What follows belongs to an exercise in optimizing a design on an open flow for small area and few clock cycles; a production flow would make more cautious choices. In this exercise RTL edits were held to simulation tests only and were not proved equivalent to the original.

==> run F <==
// mmu_walk_engine
module mmu_walk_engine (
    input  wire        clk,
    input  wire        rst,
    input  wire        cmd_valid,
    output wire        cmd_ready,
    input  wire [31:0] cmd_word,
    input  wire [63:0] cmd_a0,
    input  wire [63:0] cmd_a1,
    input  wire [63:0] cmd_a2,
    output wire        mem_req_valid,
    output wire [47:0] mem_req_addr,
    input  wire        mem_rsp_valid,
    input  wire        mem_rsp_fail,
    input  wire [63:0] mem_rsp_data,
    output wire        reg_req_valid,
    output wire [2:0]  reg_req_sel,
    input  wire        reg_rsp_valid,
    input  wire        reg_rsp_fail,
    input  wire [63:0] reg_rsp_data,
    output wire        rec_valid,
    input  wire        rec_ready,
    output wire [3:0]  rec_type,
    output wire [1:0]  rec_level,
    output wire [8:0]  rec_index,
    output wire [47:0] rec_base,
    output wire [47:0] rec_ea,
    output wire [63:0] rec_raw,
    output wire [63:0] rec_desc,
    output wire [63:0] rec_prefix,
    output wire [11:0] rec_info
);
    localparam [3:0] OP_DECOMPOSE = 4'd1, OP_SELROOT = 4'd2, OP_DECODE = 4'd3,
                     OP_WALK = 4'd4, OP_WALKR = 4'd5, OP_WALKPC = 4'd6,
                     OP_ENUM = 4'd7, OP_ENUMT = 4'd8, OP_DESCRIBE = 4'd9;
    localparam [3:0] R_ILLEGAL = 4'd0, W_ENTRY = 4'd1, E_ENTRY = 4'd2,
                     E_UNREAD = 4'd3, E_TABLE_END = 4'd4, R_DECOMP = 4'd8,
                     R_ROOT = 4'd9, R_DESC = 4'd10, R_PERM = 4'd11,
                     R_MAPPED = 4'd12, R_FAULT = 4'd13, R_ABORT = 4'd14,
                     R_ENUM_DONE = 4'd15;
    localparam [1:0] K_INVALID = 2'd0, K_TABLE = 2'd1, K_BLOCK = 2'd2, K_PAGE = 2'd3;
    localparam [3:0] S_IDLE  = 4'd0,
                     S_REQ   = 4'd1,    
  ...
Settings: LEC_CHECK=0, CAP_MARGIN=20, CORE_MARGIN=2, CORE_UTILIZATION=40, CTS_BUF_LIST=sky130_fd_sc_hd__clkbuf_8, CTS_CLUSTER_SIZE=30, PLACE_DENSITY=0.6, SLEW_MARGIN=20; clock period 10.0 ns.
standard.sh (not shown) runs the stock make flow with config.mk's settings and CLKGATE_MAP_FILE= SYNTH_SCRIPT=/design/flow/synth_recipe.tcl, a recipe that flattens the netlist after the stock synthesis.
==> flow/flow/run.sh <==
#!/bin/bash
# Layout flow: the standard ORFS flow, with the port buffers that global
# placement inserts on every input and output made of the smallest buffer
# cell (sky130_fd_sc_hd__buf_1) instead of the cell the resizer picks.
# The full output of the flow goes to flow_standard.log in this folder.
set -euo pipefail
bash standard.sh "BUFFER_PORTS_ARGS=-buffer_cell sky130_fd_sc_hd__buf_1" finish > flow_standard.log 2>&1
==> run K (differences from run F) <==
--- a/flow/design.v
+++ b/flow/design.v
@@ -91,21 +91,17 @@
         endcase
     endfunction
     reg [3:0]   state;
     reg         m_walk;         
     reg         m_enumt;        
-    reg [3:0]   ttype;          
+    reg [2:0]   ttype;          
     reg [1:0]   lvl;            
     reg [1:0]   slvl;           
     reg [9:0]   cap;
-    reg         trunc;          
-    reg         rs_pc, rs_t1;   
     reg [63:0]  raw_q;          
     reg         fail_q;         
     reg [63:0]  pfx;            
-    reg [11:0]  va_lo;          
-    reg         va55;
     reg [35:0]  fb0, fb1, fb2, fb3;    
     reg [8:0]   fi0, fi1, fi2, fi3;    
     reg [9:0]   fe0, fe1, fe2, fe3;    
     reg  [35:0] cur_base;
     reg  [8:0]  cur_idx;
@@ -124,10 +120,12 @@
     wire        in_req   = (state == S_REQ);
     wire        in_tend  = (state == S_TEND);
     wire        in_term  = (state == S_TERM);
     wire        in_rwait = (state == S_RWAIT);
     wire        in_set   = (state == S_SET);
+    wire        rs_pc    = slvl[1];
+    wire        rs_t1    = slvl[0];
     wire        rsp      = in_wait && mem_rsp_valid;
     wire        quick    = rsp && (mem_rsp_fail || (!m_walk && !mem_rsp_data[0]));
     wire        q_rec    = !m_walk && mem_rsp_fail;            
     wire        fl       = in_wait ? mem_rsp_fail : fail_q;
     wire [1:0]  kind     = desc_kind(raw_q, lvl);
@@ -156,50 +154,50 @@
     assign mem_req_addr  = {cur_base, idx_out, 3'b000};
     assign reg_req_valid = (state == S_RREQ) ||
                            (in_rwait && reg_rsp_valid && !reg_rsp_fail && !rs_t1);
     assign reg_req_sel   = in_rwait ? {2'b00, !rs_pc} : {rs_pc, 1'b0, rs_t1};
     assign rec_valid  = (rsp && q_rec) || in_hold || in_tend || in_term;
-    assign rec_type   = in_term ? ttype : in_tend ? E_TABLE_END :
+    assign rec_type   = in_term ? {!(m_walk && m_enumt), ttype} : in_tend ? E_TABLE_END :
                         m_walk ? W_ENTRY : fl ? E_UNREAD : E_ENTRY;
     assign rec_level  = lvl;
     assign rec_index  = cur_idx;
-    assign rec_base   = {cur_base, va_lo & {12{in_term}}};
+    assign rec_base   = {cur_base, pfx[11:0] & {12{in_term && m_walk}}};
     assign rec_ea     = {cur_base, cur_idx, 3'b000};
     assign rec_raw    = raw_q;
     assign rec_desc   = desc_pack(raw_q, lvl);
     assign rec_prefix = {cp[63:48] | {16{cp[47]}}, cp[47:0]};
-    assign rec_info   = in_tend ? {1'b0, trunc, cur_emit} :
-                        (ttype == R_PERM) ? describe(raw_q) :
+    assign rec_info   = in_tend ? {1'b0, !end_exh, cur_emit} :
+                        (ttype == R_PERM[2:0]) ? describe(raw_q) :
                         {7'd0, rs_pc, 1'b0, rs_t1,
-                         (ttype == R_ABORT) ? 2'b11 :
-                         (ttype == R_FAULT) ? {fail_q, !fail_q} : kind};
+                         (ttype == R_ABORT[2:0]) ? 2'b11 :
+                         (ttype == R_FAULT[2:0]) ? {fail_q, !fail_q} : kind};
     wire [3:0]  op      = cmd_word[3:0];
     wire [1:0]  cmd_lv  = cmd_word[5:4];
     wire        legal   = cmd_legal(cmd_word);
     wire        op_enum = (op == OP_ENUM) || (op == OP_ENUMT);
     wire        op_walk = (op == OP_WALK) || (op == OP_WALKR) || (op == OP_WALKPC);
     wire [63:0] idx_src = op[3] ? cmd_a2 : cmd_a0;
     wire        accept  = (state == S_IDLE) && cmd_valid;
     wire        reg_ok  = in_rwait && reg_rsp_valid && !reg_rsp_fail;
     wire [35:0] fb_d = accept ? (cmd_a0[55] ? cmd_a2[47:12] : cmd_a1[47:12]) :
                        in_rwait ? reg_rsp_data[47:12] : nb;
-    wire        fb_root = reg_ok && !rs_pc && (rs_t1 == va55);
+    wire        fb_root = reg_ok && !rs_pc && (rs_t1 == raw_q[48]);
     wire [1:0]  lvl1    = lvl + 2'd1;
     wire        w_map   = h_go && m_walk && valid_d && !is_tab;  
     wire        w_adv   = advance && adv_req;
     wire        w_pc    = reg_ok && rs_pc;
-    wire [35:0] fi_src  = {idx_src[47:39], idx_src[38:30], idx_src[29:21], idx_src[20:12]} &
-                          {36{op != OP_ENUM}};
+    wire [35:0] fi_src  = {idx_src[47:39], idx_src[38:30], idx_src[29:21], idx_src[20:12]};
     wire [35:0] fi_pc   = reg_rsp_data[47:12];
     reg  [3:0]  we_fb, we_fi, we_fe, dn;
     integer k;
     always @(*) begin
         for (k = 0; k < 4; k = k + 1) begin
             dn[k]    = h_tab && (lvl1 == k);
             we_fb[k] = (accept && !op_enum && (k == 0)) || (in_set && slvl == k) ||
                        (fb_root && k == 0) || dn[k] || (w_map && lvl == k);
-            we_fi[k] = accept || w_pc || (dn[k] && !m_enumt && !m_walk) || (w_adv && lvl == k);
+            we_fi[k] = accept || w_pc || ((dn[k] || (in_set && slvl == k)) && !m_enumt && !m_walk) ||
+                       (w_adv && lvl == k);
             we_fe[k] = accept || (h_go && !m_walk && (lvl == k || dn[k]));
         end
     end
     wire [8:0]  fi_nx0 = accept ? fi_src[35:27] : w_pc ? fi_pc[35:27] : (w_adv ? idx_out : 9'd0);
     wire [8:0]  fi_nx1 = accept ? fi_src[26:18] : w_pc ? fi_pc[26:18] : (w_adv ? idx_out : 9'd0);
@@ -221,35 +219,34 @@
         if (rsp)
             raw_q <= mem_rsp_data;
         else if (accept)
             raw_q <= {mem_rsp_data[63:55], cmd_a0[54:53], mem_rsp_data[52:49], cmd_a0[55],
                       cmd_a0[47:32], legal ? cmd_a0[31:0] : cmd_word};
+        else if (w_pc)
+            raw_q[48] <= reg_rsp_data[55];
+        if (accept)
+            pfx <= {cmd_a1[63:12], op_walk ? cmd_a0[11:0] : cmd_a1[11:0]};
+        else if (w_pc)
+            pfx[11:0] <= reg_rsp_data[11:0];
         if (rsp)
             fail_q <= mem_rsp_fail;
     end
     always @(posedge clk) begin
         if (rst) begin
             state <= S_IDLE;
         end else begin
             case (state)
                 S_IDLE: begin
                     if (cmd_valid) begin
-                        pfx     <= cmd_a1;
                         cap     <= cmd_word[17:8];
-                        slvl    <= cmd_lv;
+                        slvl    <= (op == OP_WALKPC) ? 2'b10 : cmd_lv;
                         lvl     <= cmd_lv;
-                        m_walk  <= op_walk;
-                        m_enumt <= (op == OP_ENUMT);
-                        va55    <= cmd_a0[55];
-                        va_lo   <= cmd_a0[11:0] & {12{op[2]}};
-                        ttype   <= {2'b10, (op == OP_DECODE) || (op == OP_DESCRIBE),
-                                    (op == OP_SELROOT) || (op == OP_DESCRIBE)};
-                        trunc   <= 1'b1;
-                        rs_pc   <= (op == OP_WALKPC);
-                        rs_t1   <= 1'b0;
+                        m_walk  <= op_walk || !legal;
+                        m_enumt <= (op == OP_ENUMT) || !legal;
+                        ttype   <= {1'b0, legal && ((op == OP_DECODE) || (op == OP_DESCRIBE)),
+                                    legal && ((op == OP_SELROOT) || (op == OP_DESCRIBE))};
                         if (!legal) begin
-                            ttype <= R_ILLEGAL;
                             state <= S_TERM;
                         end else begin
                             case (op)
                                 OP_WALK:   state <= S_REQ;
                                 OP_WALKR,
@@ -264,29 +261,24 @@
                 S_SET: state <= (!m_enumt && cap == 10'd0) ? S_TEND : S_REQ;
                 S_RREQ: state <= S_RWAIT;
                 S_RWAIT: begin
                     if (reg_rsp_valid) begin
                         if (reg_rsp_fail) begin
-                            ttype <= R_ABORT;
+                            ttype <= R_ABORT[2:0];
                             state <= S_TERM;
                         end else begin
-                            if (rs_pc) begin
-                                va_lo <= reg_rsp_data[11:0];
-                                va55  <= reg_rsp_data[55];
-                            end
-                            rs_pc <= 1'b0;
-                            rs_t1 <= !rs_pc;
+                            slvl  <= {1'b0, !rs_pc};
                             if (rs_t1)
                                 state <= S_REQ;
                         end
                     end
                 end
                 S_REQ: state <= S_WAIT;
                 S_WAIT: begin
                     if (mem_rsp_valid) begin
                         if (m_walk && mem_rsp_fail) begin
-                            ttype <= R_FAULT;
+                            ttype <= R_FAULT[2:0];
                             state <= S_TERM;
                         end else if (!quick || (q_rec && !rec_ready)) begin
                             state <= S_HOLD;
                         end
                     end
@@ -295,19 +287,19 @@
                     if (rec_ready) begin
                         if (!fail_q && is_tab) begin
                             lvl   <= lvl1;
                             state <= S_REQ;
                         end else if (m_walk) begin
-                            ttype <= valid_d ? R_MAPPED : R_FAULT;
+                            ttype <= valid_d ? R_MAPPED[2:0] : R_FAULT[2:0];
                             state <= S_TERM;
                         end
                     end
                 end
                 S_TEND: begin
                     if (rec_ready) begin
                         if (lvl == slvl) begin
-                            ttype <= R_ENUM_DONE;
+                            ttype <= R_ENUM_DONE[2:0];
                             state <= S_TERM;
                         end else begin
                             lvl   <= lvl - 2'd1;
                             state <= S_ADV;
                         end
@@ -321,11 +313,10 @@
             endcase
             if (advance) begin
                 if (adv_req) begin
                     state <= S_WAIT;
                 end else begin
-                    trunc <= !end_exh;
                     state <= S_TEND;
                 end
             end
         end
     end
==> flow/run.sh (new file) <==
#!/bin/bash
# synth_recipe.tcl (not shown) runs the flow's synth.tcl, then flattens the netlist and writes it again
# the make line also repeats each setting of config.mk as NAME=value (left out here)
make -C /OpenROAD-flow-scripts/flow DESIGN_CONFIG=/design/flow/config.mk WORK_HOME=/design/flow/orfs CLKGATE_MAP_FILE= SYNTH_SCRIPT=/design/flow/synth_recipe.tcl finish
Settings changed: CTS_BUF_LIST sky130_fd_sc_hd__clkbuf_8 to not set, CTS_CLUSTER_SIZE 30 to not set.
removed: flow/flow/run.sh
removed: flow/standard.sh
==> run Z (differences from run F) <==
==> flow/run.sh (new file) <==
#!/bin/bash
# synth_recipe.tcl (not shown) runs the flow's synth.tcl, then flattens the netlist and writes it again
# the make line also repeats each setting of config.mk as NAME=value (left out here)
make -C /OpenROAD-flow-scripts/flow DESIGN_CONFIG=/design/flow/config.mk WORK_HOME=/design/flow/orfs CLKGATE_MAP_FILE= SYNTH_SCRIPT=/design/flow/synth_recipe.tcl finish
Settings changed: CTS_BUF_LIST sky130_fd_sc_hd__clkbuf_8 to not set, CTS_CLUSTER_SIZE 30 to not set.
removed: flow/flow/run.sh
removed: flow/standard.sh
==> run G (differences from run F) <==
Settings changed: CORE_UTILIZATION 40 to 65, CTS_CLUSTER_DIAMETER set to 150, CTS_CLUSTER_SIZE 30 to 40, PLACE_DENSITY 0.6 to 0.75.
==> reports/results.ini <==
[logic_synthesis]
syn_area_mm2 = 0.0203
synth-compound-area-share_pct = 14.0
synth_common_cells = 385 x edfxtp_1, 266 x nand2_1, 150 x buf_4
netlist_instances = 1844

[grt]
use_met2_pct = 52.7
grt_max_degree = 84
grt_pass1_vias = 16500

[worst_setup_path]
crit_end = mem_req_valid
max_stage_delay_ps = 560
crit_buf_inv = 3

[clock_tree]
hold_buffers = 0
ctsHtreeMaxLevel = 2

[floorplan]
die_h_um = 229

[placed_design]
gp_congestion = 0.913

[sta]
fin_skew_ps = 14.2

[cells_and_area]
antenna_cells = 2

[outcome]
status = complete, no violations

That was run Z.
==> reports/results.ini <==
[clock_tree]
ctsHtreeMaxLevel = 2
hold_buffers = 0

[logic_synthesis]
netlist_instances = 1816
synth-compound-area-share_pct = 15.0
syn_area_mm2 = 0.0199

[worst_setup_path]
crit_end = mem_req_valid

[cells_and_area]
antenna_cells = 4

[grt]
grt_max_degree = 83

[sta]
fin_skew_ps = 18.4

[outcome]
status = complete, no violations

[floorplan]
die_h_um = 227

[placed_design]
gp_congestion = 0.883

That was run K.
==> reports/results.ini <==
[outcome]
status = complete, no violations

[logic_synthesis]
netlist_instances = 1844
syn_area_mm2 = 0.0203

[floorplan]
die_h_um = 229

[clock_tree]
ctsHtreeMaxLevel = 3

[worst_setup_path]
crit_buf_inv = 3
crit_end = mem_req_valid

[placed_design]
gp_congestion = 0.928

[grt]
grt_max_degree = 85
grt_pass1_vias = 16800

[sta]
fin_skew_ps = 26.0

That was run F.
==> reports/results.ini <==
[outcome]
status = stopped before the end
stop_stage = 3_2_place_iop
toolErrorMsg = [ERROR PPL-0024] Number of IO pins (730) exceeds maximum number of available positions (648). Increase the die perimeter from 723.50um to 992.80um.

[logic_synthesis]
syn_area_mm2 = 0.0203
synth-adder-area-share_pct = 1.28
netlist_instances = 1844
synth-compound-area-share_pct = 14.0
async_flop_share_pct = 0
synth_common_cells = 385 x edfxtp_1, 266 x nand2_1, 150 x buf_4

[floorplan]
die_h_um = 181

That was run G.
Testbench counts of run F, summed over its fixed seeds: cycles 186,347.
Testbench counts of run K, summed over its fixed seeds: cycles 186,347.
Testbench counts of run Z, summed over its fixed seeds: cycles 186,347.
Testbench counts of run G, summed over its fixed seeds: cycles 186,347.

==> re-timing with driven ports <==
Ports are ideal in the flow. The routed layouts listed here were re-timed in OpenROAD. Step 1: set_driving_cell puts a clkbuf_16 on clk and a buf_2 on each other input, an assumption about the parent block. Step 2 adds t to the input delays and takes it off the output delays; t is the mean of the earliest and latest rising clock arrival at the registers after step 1. Input paths then give back, and output paths get back, about the clock's delay inside the block. Slacks: ideal ports / drivers / drivers and shift; pairs: ideal ports / drivers.
run | t, ns | setup slack, ns | worst setup path at the end | worst register clock-pin slew, ns | worst slew at a driven data input, ns
run F | 0.689 | 2.449 / 2.393 / 3.082 | register to output | 0.07 / 0.07 | 0.10
run K | 0.620 | 1.730 / 1.678 / 2.298 | register to output | 0.06 / 0.06 | 0.13
run Z | 0.635 | 2.273 / 2.208 / 2.842 | register to output | 0.06 / 0.06 | 0.09
After both steps setup and hold are still met in every run listed.
